What follows belongs to an exercise in optimizing a design on an open flow for small area, a short achievable clock period and few clock cycles per item; a production flow would make more cautious choices. Only simulation tests tie the RTL to the original design; equivalence was not proved. Power figures rest on the tool's default switching activity, not on a simulated workload.

File: config.mk
export PLATFORM = sky130hd
export DESIGN_NAME = tsq_decoder
export DESIGN_NICKNAME = tsq_decoder
export VERILOG_FILES = /design/flow/design.v
export SDC_FILE = /design/flow/constraint.sdc
export NUM_CORES = 4
export LEC_CHECK = 0
export CAP_MARGIN = 20
export CORE_MARGIN = 2
export CORE_UTILIZATION = 40
export SETUP_SLACK_MARGIN = 5
export SLEW_MARGIN = 20
File: constraint.sdc
create_clock -name core_clock -period 7.5 [get_ports {clk}]
set_input_delay 1.5000 -clock core_clock [delete_from_list [all_inputs] [get_ports {clk}]]
set_output_delay 1.5000 -clock core_clock [all_outputs]
set_load 0.01 [all_outputs]
File: design.v
module tsq_decoder (
    input  wire        clk,
    input  wire        rst,           
    input  wire        start,         
    input  wire        ext,           
    input  wire [22:0] in_size,       
    output wire        idle,
    input  wire        in_valid,
    input  wire [7:0]  in_data,
    output wire        in_ready,
    output wire        mem_re,
    output wire [17:0] mem_raddr,
    input  wire [7:0]  mem_rdata,     
    output wire        mem_we,
    output wire [17:0] mem_waddr,
    output wire [7:0]  mem_wdata,
    output wire        done,          
    output wire [3:0]  status,
    output wire [18:0] out_size
);
    localparam [22:0] OUTPUT_SIZE = 23'd327680;
    localparam [2:0] ST_OK       = 3'd0;
    localparam [2:0] ERR_SIZE    = 3'd2;
    localparam [2:0] ERR_INSIZE  = 3'd3;
    localparam [2:0] ERR_UNDERRUN= 3'd4;
    localparam [2:0] ERR_OFFSET  = 3'd5;
    localparam [2:0] ERR_OVERLAP = 3'd6;
    localparam [2:0] ERR_OVERRUN = 3'd7;
    localparam [3:0] P_IDLE = 4'd0,
                     P_HDR  = 4'd1,    
                     P_WAIT = 4'd2,    
                     P_GHDR = 4'd3,    
                     P_LIT  = 4'd4,    
                     P_OFF0 = 4'd5,
                     P_OFF1 = 4'd6,
                     P_VAL  = 4'd7,    
                     P_FIN  = 4'd8,    
                     P_DONE = 4'd9;
    localparam [2:0] I_GHDR = 3'd0,
                     I_LIT  = 3'd1,
                     I_REF  = 3'd2,
                     I_FIN  = 3'd3,
                     I_ERR  = 3'd4;
    reg [3:0]  ps;
    reg [4:0]  cnt;            
    reg [2:0]  st;
    reg        r_ext;
    reg        d_en;           
    reg        h_pend;         
    reg [18:0] irem;           
    reg [18:0] orem;           
    reg        orem_z;         
    reg [18:0] pj;             
    reg [17:0] anchor;
    reg [7:0]  ctrl;
    reg [7:0]  sz0, sz1, sz2, sz3;
    reg [3:0]  k;              
    reg        s_c;            
    reg [6:0]  s_len;          
    reg        n_v;
    reg [2:0]  n_kind;
    reg [6:0]  n_len;          
    reg        n_ovr;
    reg [6:0]  r_len;
    reg        r_ovr;
    reg [7:0]  off_lo, off_hi;
    reg        lo_gt, lo_z, lo_lt;
    reg        v_eoff, v_eovl, v_small;
    reg        e_act;
    reg        e_last;
    reg [17:0] e_src;
    reg [6:0]  e_len;          
    reg        rd_pend;        
    reg        we_r;
    reg [7:0]  wdata;
    reg [17:0] wj;
    function [6:0] dec_len(input c, input [3:0] nib, input e);
        dec_len = (!c && e && nib <= 4'd2) ? (7'd32 + {1'b0, nib[1:0], 4'd0})
                                           : ({3'd0, nib} + 7'd1);
    endfunction
    wire [2:0] kn = k[2:0] + 3'd1;                        
    wire       kn_c = ctrl[3'd7 - kn];
    reg  [7:0] kn_szb;
    always @(*) begin
        case (kn[2:1])
        2'd0: kn_szb = sz0;
        2'd1: kn_szb = sz1;
        2'd2: kn_szb = sz2;
        default: kn_szb = sz3;
        endcase
    end
    wire [3:0] kn_nib = kn[0] ? kn_szb[3:0] : kn_szb[7:4];
    wire lit_rdy  = !e_act && !rd_pend;
    wire rdy      = (ps == P_HDR) || (ps == P_GHDR) || (ps == P_OFF0) ||
                    (ps == P_OFF1) || ((ps == P_LIT) && lit_rdy);
    wire take     = rdy && in_valid;
    wire lit_take = (ps == P_LIT) && lit_rdy && in_valid;
    wire last     = (cnt == 5'd0);
    assign idle      = (ps == P_IDLE);
    assign in_ready  = rdy;
    assign mem_re    = e_act;
    assign mem_raddr = e_src;
    assign mem_we    = we_r;
    assign mem_waddr = wj;
    assign mem_wdata = wdata;
    assign done      = (ps == P_DONE);
    assign status    = {1'b0, st};
    assign out_size  = (st == ST_OK) ? pj : 19'd0;
    wire [15:0] off   = {off_hi, off_lo};
    wire [18:0] diff  = {1'b0, anchor} - {3'd0, off};
    wire v_err   = v_eoff || v_eovl || r_ovr;
    wire v_acc   = v_small ? (!e_act && !rd_pend) : (!e_act || e_last);
    wire v_go    = (ps == P_VAL) && !v_err && v_acc;
    wire irem_small = (irem[18:5] == 14'd0);
    wire grp_uf     = irem_small && (irem[4:0] < 5'd5);
    wire lit_uf     = irem_small && (irem[4:0] < s_len[4:0]);
    wire ref_uf     = irem_small && (irem[4:0] < 5'd2);
    wire sym_ovr    = (orem[18:7] == 12'd0) && (orem[6:0] < s_len);
    wire [18:0] idec = k[3] ? 19'd5 : (s_c ? {12'd0, s_len} : 19'd2);
    wire a_busy  = (ps == P_OFF0) || (ps == P_OFF1) || ((ps == P_VAL) && !v_go);
    wire d_go    = d_en && !n_v && !h_pend && !(!k[3] && !k[0] && a_busy);
    wire d_sym   = d_go && !k[3] && !orem_z;
    wire c_end = (ps == P_WAIT) || v_go ||
                 (((ps == P_GHDR) || (ps == P_LIT) || (ps == P_HDR)) && take && last);
    wire kill = (ps == P_DONE);
    wire [18:0] orem_nx = orem - {12'd0, s_len};
    always @(posedge clk) begin
        if (rst) begin
            ps      <= P_IDLE;
            e_act   <= 1'b0;
            rd_pend <= 1'b0;
            we_r    <= 1'b0;
        end else begin
            we_r    <= !kill && (rd_pend || lit_take);
            rd_pend <= !kill && e_act;
            wdata   <= rd_pend ? mem_rdata : in_data;
            if (we_r) wj <= wj + 18'd1;
            if (v_go) begin
                e_act  <= 1'b1;
                e_src  <= diff[17:0];
                e_len  <= r_len;
                e_last <= (r_len == 7'd1);
            end else if (e_act) begin
                e_src  <= e_src + 18'd1;
                e_len  <= e_len - 7'd1;
                e_last <= (e_len == 7'd2);
                if (e_last) e_act <= 1'b0;
            end
            if (kill) e_act <= 1'b0;
            if (d_go) begin
                n_v <= 1'b1;
                if (orem_z) begin
                    n_kind <= I_FIN;
                    d_en   <= 1'b0;
                end else if (k[3]) begin
                    h_pend <= 1'b1;
                    if (grp_uf) begin
                        n_kind <= I_ERR;
                        n_len  <= {4'd0, ERR_UNDERRUN};
                        d_en   <= 1'b0;
                    end else begin
                        n_kind <= I_GHDR;
                    end
                end else if (s_c) begin
                    if (lit_uf || sym_ovr) begin
                        n_kind <= I_ERR;
                        n_len  <= {4'd0, lit_uf ? ERR_UNDERRUN : ERR_OVERRUN};
                        d_en   <= 1'b0;
                    end else begin
                        n_kind <= I_LIT;
                        n_len  <= s_len;
                    end
                end else begin
                    if (ref_uf) begin
                        n_kind <= I_ERR;
                        n_len  <= {4'd0, ERR_UNDERRUN};
                        d_en   <= 1'b0;
                    end else begin
                        n_kind <= I_REF;
                        n_len  <= s_len;
                        n_ovr  <= sym_ovr;
                    end
                end
                irem <= irem - idec;
            end
            if (d_sym) begin
                orem   <= orem_nx;
                orem_z <= (orem_nx == 19'd0);
                pj     <= pj + {12'd0, s_len};
                if (!k[0]) anchor <= pj[17:0];
                k      <= k + 4'd1;
                s_c    <= kn_c;
                s_len  <= dec_len(kn_c, kn_nib, r_ext);
            end
            if (take) cnt <= cnt - 5'd1;
            case (ps)
            P_IDLE: if (start) begin
                r_ext  <= ext;
                irem   <= in_size[18:0];
                pj     <= 19'd0;
                wj     <= 18'd0;
                k      <= 4'd8;
                cnt    <= 5'd2;
                d_en   <= 1'b0;
                h_pend <= 1'b0;
                n_v    <= 1'b0;
                if (in_size > OUTPUT_SIZE || in_size < 23'd3) begin
                    st <= ERR_INSIZE;
                    ps <= P_DONE;
                end else begin
                    ps <= P_HDR;
                end
            end
            P_HDR: if (take) begin
                case (cnt[1:0])
                2'd2: orem[7:0]  <= in_data;
                2'd1: orem[15:8] <= in_data;
                default: begin
                    orem[18:16] <= in_data[2:0];
                    orem_z <= (in_data[2:0] == 3'd0) && (orem[15:0] == 16'd0);
                    irem   <= irem - 19'd3;
                    d_en   <= 1'b1;
                end
                endcase
            end
            P_GHDR: if (take) begin
                case (cnt[2:0])
                3'd4: ctrl <= in_data;
                3'd3: begin
                    sz0    <= in_data;
                    k      <= 4'd0;
                    h_pend <= 1'b0;
                    s_c    <= ctrl[7];
                    s_len  <= dec_len(ctrl[7], in_data[7:4], r_ext);
                end
                3'd2: sz1 <= in_data;
                3'd1: sz2 <= in_data;
                default: sz3 <= in_data;
                endcase
            end
            P_OFF0: if (take) begin
                off_lo <= in_data;
                lo_gt  <= (in_data > anchor[7:0]);
                lo_z   <= (in_data == 8'd0);
                lo_lt  <= !in_data[7] && (in_data[6:0] < r_len);
                ps     <= P_OFF1;
            end
            P_OFF1: if (take) begin
                off_hi  <= in_data;
                v_eoff  <= (lo_z && in_data == 8'd0) ||
                           (anchor[17:16] == 2'd0 &&
                            (in_data > anchor[15:8] || (in_data == anchor[15:8] && lo_gt)));
                v_eovl  <= (in_data == 8'd0) && lo_lt;
                v_small <= (in_data == 8'd0) && (off_lo[7:2] == 6'd0);
                ps      <= P_VAL;
            end
            P_VAL: if (v_err) begin
                st <= v_eoff ? ERR_OFFSET : (v_eovl ? ERR_OVERLAP : ERR_OVERRUN);
                ps <= P_DONE;
            end
            P_FIN: if (!e_act) begin
                st <= ST_OK;
                ps <= P_DONE;
            end
            P_DONE: ps <= P_IDLE;
            default: ;
            endcase
            if (c_end) begin
                if (!n_v) begin
                    ps <= P_WAIT;
                end else begin
                    n_v <= 1'b0;
                    case (n_kind)
                    I_GHDR: begin ps <= P_GHDR; cnt <= 5'd4; end
                    I_LIT:  begin ps <= P_LIT;  cnt <= n_len[4:0] - 5'd1; end
                    I_REF:  begin ps <= P_OFF0; r_len <= n_len; r_ovr <= n_ovr; end
                    I_FIN:  ps <= P_FIN;
                    default: begin ps <= P_DONE; st <= n_len[2:0]; end
                    endcase
                end
            end
            if ((ps == P_HDR) && take && last &&
                (in_data[7:3] != 5'd0 ||
                 (in_data[2] && (in_data[1:0] != 2'd0 || orem[15:0] != 16'd0)))) begin
                st   <= ERR_SIZE;
                ps   <= P_DONE;
                d_en <= 1'b0;
            end
        end
    end
endmodule
File: run.sh
#!/bin/bash
# synth_recipe.tcl (not shown) runs the flow's synth.tcl, then flattens the netlist and writes it again
# the make line also repeats each setting of config.mk as NAME=value (left out here)
make -C /OpenROAD-flow-scripts/flow DESIGN_CONFIG=/design/flow/config.mk WORK_HOME=/design/flow/orfs CLKGATE_MAP_FILE= SYNTH_SCRIPT=/design/flow/synth_recipe.tcl finish
==> impl_metrics.ini, run 1 <==
[outcome]
status = complete, no violations

[power_and_ir_drop]
static-leakage-power_nw = 8.50
pwr_density_cell_nw_per_um2 = 198
worst_ir_drop_vdd_mv = 0.134

[timing]
post-route-worst-setup-slack_ns = 4.21
fin_tns_setup_ns = 0
timing.final.crit_share_pct = 43.9
slew_headroom_pct = 37.0
hold_viol_final = 0
min_period_ns = 3.29
holdWs_ns = 0.422
worst_pin_slew_ns = 0.937
final-setup-viol-count = 0
setup_repair_after_global_routing_missed_its_margin = true
maxClockFrequency_mhz = 304
final.setup_skew_ns = 0.0125
final-max-slew-violation-count = 0

[synthesis]
post_synth_main_area_contributors = edfxtp_1 (46%), ha_1 (6.6%), nor2_1 (3.2%)
synth_ff_type = edfxtp_1
synth.net_count = 1594
count_of_flip_flops_with_a_built_in_enable_after_synthesis = 233
synth_most_common_cell = edfxtp_1
synthDistinctLibCells = 93
yosysTopAreaCell = edfxtp_1
syn-mean-instance-area_um2 = 10.3
syn-instance-count = 1466
post_synth_most_frequent_cells = edfxtp_1 (233), nor2_1 (130), nand2_1 (112)
async_reset_ff_share_pct = 0
synth-warning-count = 1
syn-cell-area_um2 = 15100
yosys.area.top_type_share_pct = 46.5
ys_ff_latch = 240
ys_seq_area_share_pct = 47.4

[cts]
worstSkewPairLatency_ns = 0.55
tritoncts = yes
cts_inserted_buffers = 27
h-tree-depth = 1
clock_path_buffers = 3
clock_transition_at_the_register_clock_pins_on_the_worst_setup_and_hold_paths_after_cts_ns = 0.06
clk_root_buffer_cell = clkbuf_16
total_number_of_clock_tree_sinks = 240

[setup_path]
worstPathMaxFanout = 5
setup.worst_path.end_class = output port
worstSetupStartpointType = register
critPathArrivalTime_ns = 1.79
timing_worst_setup_path_type = reg -> out
required_ns = 6.00

[layout]
number_of_antenna_repair_diodes = 0
final_net_count = 2006
flow.area_growth_from_synthesis_pct = 47.5
number_of_inserted_filler_cells_in_the_final_layout = 2959
final_layout_size_suffix_gt1_share_pct = 40.7

[floorplan]
fp.dieW_um = 198
placementRows = 71
die_area_um2 = 39200
initial_core_utilization_pct = 40.3
design.core.area_um2 = 37400
die_y_um = 198
floorplan.io_pins = 116

[global_routing]
grt.overflow.total = 0
gr-usage-all-layers_pct = 24.1
grt_max_degree = 60
antenna_violations_before_repair = 1
grt_pass1_vias = 12900
grt_first_pass_wirelength_um = 73600

[job]
max-cap-violations = 0

[routing]
drt_iter0_markers = 1204
drc_errors = 0
drtPass1Iterations = 5
aggregate_routed_wire_length_um = 50900
route.antenna.remaining_nets = 0
via_count = 13600
via_density_per_instance = 5.65
post_drt_wl_per_cell_um = 21.1

[placed_design]
port_buf_inserts = 114
setup_ws_pre_cts_ns = 3.32
gpl.final_weighted_congestion = 0.884
dp_hpwl_um = 28700

[hold_path]
hold_path.class = reg -> reg
layout make-up:
type	instances	area (um^2)	share of cell area, %
Multi-Input combinational cell	1098	9270	41.7
Sequential cell	240	7160	32.2
Timing Repair Buffer	434	3960	17.8
Clock buffer	36	729	3.28
Tap cell	511	639	2.88
Inverter	77	323	1.45
Clock inverter	12	134	0.603
registers in the layout, summed over array words and instances, names as in the netlist, 18 cells and up:
signal and cells:
e_src 18, wj 18, irem 19, pj 19
orem 19, anchor 18
final timing paths:
check | from | end | slack, ns | depth (start not counted)
hold reg to reg | n_len[5] | r_len[5] | 0.42 | 0
hold / removal | n_len[5] | r_len[5] | 0.42 | 0
setup / recovery | st[1] | out_size[1] | 4.21 | 5
setup reg to reg | k[0] | s_len[4] | 4.50 | 10
kinds of logic (layout without fill, tap and decap cells):
family | Yosys count | in the layout | synth area share (%)
compound gates | 340 | 340 | 14.7
xor+xnor | 101 | 101 | 5.97
fa+ha+maj | 84 | 84 | 7.18
buf+inv | 130 | 559 | 3.45
flops | 240 | 240 | 47.4
mux | 38 | 38 | 3.35
other cells | 1 | 1 | 0.0249
simple gates | 532 | 534 | 18.0
power breakdown:
group	internal, mW	total [mW]	switching, mW
clock network	0.781	1.33	0.546
registers	1.58	1.70	0.117
logic	0.676	1.38	0.703
total	3.04	4.40	1.37
critical path, stage by stage (launching register included):
cell and delay, ns:
edfxtp_1 0.45, nor3_4 0.25, buf_6 0.16, clkbuf_16 0.16
and2_4 0.14, buf_6 0.09
per-layer routing:
metal	vias to the layer above	global-route usage, %	wire, um
met5	-	0	11
li1	6298	-	-
met4	2	8.13	1810
met3	116	3.36	3110
met1	6707	32.0	21300
met2	491	40.7	24700
per-stage QoR:
stage	power, mW	std cells	util, %	instance area, um^2
5_1_grt	4.56	2408	59.4	22200
3_3_place_gp	2.52	2056	45.9	17200
6_report	4.40	2408	59.4	22200
3_5_place_dp	2.54	2056	45.9	17200
2_1_floorplan	2.28	1466	-	15600
4_1_cts	4.16	2308	55.1	20600
repair_timing:
action | in CTS | in global routing
buffers inserted | 197 | 96
pin swaps | 116 | 133
resized for setup | 645 | 216
hold buffers | 0 | 0
cloned | 7 | 4
setup endpoints to repair | 427 | 297
layout by cell type (no fill, tap or decap), types with 44 or more instances in the layout:
master and n:
a21oi_1 63, o21ai_0 50, xnor2_1 44, edfxtp_1 233, ha_1 52, inv_1 61, buf_6 98, nand2_1 93
nor2_1 121, xor2_1 50, buf_2 60, buf_4 219
Testbench counts, summed over its fixed seeds: cycles 399,845, bytes 355,495.
==> run 2, diff against run 1 <==
--- a/config.mk
+++ b/config.mk
@@ -8,5 +8,4 @@
 export CAP_MARGIN = 20
 export CORE_MARGIN = 2
 export CORE_UTILIZATION = 40
-export SETUP_SLACK_MARGIN = 5
 export SLEW_MARGIN = 20
==> run 2 against run 1 <==
  * Non-clock buffer count shrank 301
  * Die area is the same
  * Worst setup slack lost 0.84 ns
  * Clock skew is essentially flat
  * First-iteration DRC count shrank 34%
  * Largest power group unchanged
==> impl_metrics.ini, run 2 <==
[routing]
maxUsedRoutingLayer = met4
route.antenna.remaining_nets = 0
drt_iter0_markers = 791
drtPass1Iterations = 5
dr_wl_met2_um = 19200
met1_length_um = 17800
via_count = 11800
post_drt_wl_per_cell_um = 19.1
aggregate_routed_wire_length_um = 40200
wl_met3_um = 2170
via_density_per_instance = 5.58
drc_errors = 0

[timing]
final-max-slew-violation-count = 0
slew_headroom_pct = 26.4
worst_pin_slew_ns = 1.10
maxClockFrequency_mhz = 242
timing.final.crit_share_pct = 55.1
final.setup_skew_ns = 0.0123
hold_viol_final = 0
holdWs_ns = 0.453
final-setup-viol-count = 0
fin_tns_setup_ns = 0
min_period_ns = 4.13
setup_repair_after_global_routing_missed_its_margin = false

[setup_path]
required_ns = 6.00
r2r_cells = 12
timing_worst_setup_path_type = reg -> out
cpMaxStageDelayCell = nor3_2
r2r_slack_ns = 3.67
timing.critical_path.slowest_cell_delay_ns = 0.79
worstPathMaxFanout = 19
critical_path.reg2reg.startpoint = k[3]
worst_r2r_endpoint = irem[14]
critPathArrivalTime_ns = 2.63
worstPathCellList = nor3_2 -> and2_1 -> clkdlybuf4s50_1
setup.worst_path.end_class = output port
worstSetupStartpointType = register
crit_start = st[0]

[global_routing]
grt.overflow.total = 0
grt_pass1_vias = 11600
grt_first_pass_wirelength_um = 63900
antenna_violations_before_repair = 0
grt_max_degree = 69
gr-usage-all-layers_pct = 20.7

[synthesis]
synthDistinctLibCells = 93
syn-mean-instance-area_um2 = 10.3
async_reset_ff_share_pct = 0
syn-cell-area_um2 = 15100
synth_most_common_cell = edfxtp_1
yosysTopAreaCell = edfxtp_1
synth-warning-count = 1
synth_ff_type = edfxtp_1
post_synth_most_frequent_cells = edfxtp_1 (233), nor2_1 (130), nand2_1 (112)
ys_ff_latch = 240
yosys.area.top_type_share_pct = 46.5
post_synth_main_area_contributors = edfxtp_1 (46%), ha_1 (6.6%), nor2_1 (3.2%)
syn-instance-count = 1466
ys_seq_area_share_pct = 47.4
count_of_flip_flops_with_a_built_in_enable_after_synthesis = 233
synth.net_count = 1594

[placed_design]
post-place-cells = 2057
gpl.final_weighted_congestion = 0.876
dp_hpwl_um = 28600
dpl_cell_area_um2 = 16800
port_buf_inserts = 114

[layout]
reg_top3 = irem: 19 flops, orem: 19 flops, pj: 19 flops
flow.area_growth_from_synthesis_pct = 17.6
post-route-cell-area_um2 = 17700
layout_commonest_cell = edfxtp_1
number_of_inserted_filler_cells_in_the_final_layout = 3484
final_net_count = 1705
number_of_antenna_repair_diodes = 0
final_layout_size_suffix_gt1_share_pct = 7.13
final_cell_count_no_fill = 2109
utilization_pct = 47.4
most-common-layout-cells = edfxtp_1 (233), nor2_1 (129), clkdlybuf4s50_1 (114), nand2_1 (112), a21oi_1 (89)

[cts]
holdBufCountCts = 0
worstSkewPairLatency_ns = 0.56
cts.repair.resized = 0
total_number_of_clock_tree_sinks = 240
clock_path_buffers = 3
h-tree-depth = 1
cts.repair_timing.setup_buffer_count = 0
clk_root_buffer_cell = clkbuf_16
tritoncts = yes
clock_transition_at_the_register_clock_pins_on_the_worst_setup_and_hold_paths_after_cts_ns = 0.06
cts_inserted_buffers = 29

[hold_path]
hold_path_origin = n_ovr
hold_path_end = r_ovr
hold_path.class = reg -> reg
min_delay_path_depth = 0

[power_and_ir_drop]
intPower_mw = 2.72
clockPowerShare_pct = 35.6
combPwrFrac_pct = 20.0
worst_ir_drop_vdd_mv = 0.164
static-leakage-power_nw = 6.38
p_seq_share_pct = 44.4
pwr_density_cell_nw_per_um2 = 216
switching_share_pct = 29.1
sw_power_mw = 1.11

[floorplan]
design.core.area_um2 = 37400
initial_core_utilization_pct = 40.3
fp.dieW_um = 198
die_area_um2 = 39200
floorplan.io_pins = 116
die_y_um = 198
placementRows = 71

[outcome]
status = complete, no violations

[job]
max-cap-violations = 0
run 2: cell counts after synthesis:
Identical to the previous run, type by type.
run 2: kinds of logic after synthesis:
kind of cell,synth area share (%)
AND/OR/NAND/NOR,18.0
AO/OA/AOI/OAI,14.7
flip-flops,47.4
buffers and inverters,3.45
XOR/XNOR,5.97
adder cells (fa/ha/maj),7.18
multiplexers,3.35
other,0.0249
run 2: power groups by stage:
stage | combinational (mW) | clock (mW) | sequential (mW)
final | 0.766 | 1.36 | 1.70
after global placement | 0.743 | 0 | 1.73
after detailed placement | 0.759 | 0 | 1.73
after CTS | 0.763 | 1.39 | 1.70
after global routing | 0.853 | 1.44 | 1.72
after floorplan | 0.529 | 0 | 1.68
run 2: through the flow:
| stage | worst slack (ns) | total power, mW |
|---|---|---|
| after detailed placement | 3.07 | 2.49 |
| after floorplan | 3.26 | 2.21 |
| after CTS | 3.26 | 3.86 |
| after global routing | 3.17 | 4.01 |
| final | 3.37 | 3.83 |
| after global placement | 3.15 | 2.47 |
run 2: worst max path at each step:
stage,end,slack (ns),cells past startpoint
global route,out_size[0],3.17,3
floorplan,cnt[0],3.26,2
detailed placement,r_len[4],3.07,6
finish,out_size[6],3.37,3
global placement,pj[13],3.15,3
CTS,out_size[6],3.26,3
run 2: metal layers:
layer  vias up  GRT usage, %
li1       5680             -
met3        66          2.45
met4         0          6.77
met5         -             0
met2       355          35.2
met1      5658          27.5
run 2: layout make-up:
class | count | area [um^2] | share of cell area (%)
multi-input combinational | 1096 | 7460 | 42.1
sequential | 240 | 7140 | 40.3
timing repair buffer | 133 | 1280 | 7.24
clock buffer | 35 | 748 | 4.22
tap | 511 | 639 | 3.61
inverter | 77 | 292 | 1.65
clock inverter | 17 | 158 | 0.890
run 2: critical path, delay by kind of cell, from the launching register on:
family,cells,cell delay (ns)
buffers and inverters,1,0.54
DFF,1,0.47
and+or+nand+nor,2,1.06

port drivers added, routing unchanged:
Ports are ideal in the flow. The routed layouts listed here were re-timed in OpenROAD.
Step 1 (the two cells are an assumption about what drives the block):
set clk [get_ports {clk}]
set_driving_cell -lib_cell sky130_fd_sc_hd__clkbuf_16 $clk
set_driving_cell -lib_cell sky130_fd_sc_hd__buf_2 [delete_from_list [all_inputs] $clk]
Step 2 also shifts input and output timing later by t, the mid clock arrival at the registers, as if the neighbouring blocks saw the same clock.
Three values: ideal ports, drivers, drivers and shift; two values: the first two.
run | t, ns | setup slack, ns | cell pins on the clock port's net
run 1 | 0.593 | 4.206 / 4.151 / 4.239 | 1
run 2 | 0.611 | 3.371 / 3.313 / 3.069 | 1
After both steps setup and hold are still met in every run listed. For run 2, which loses most, drivers alone change the setup slack by -0.058 ns; drivers and shift together by -0.302 ns.
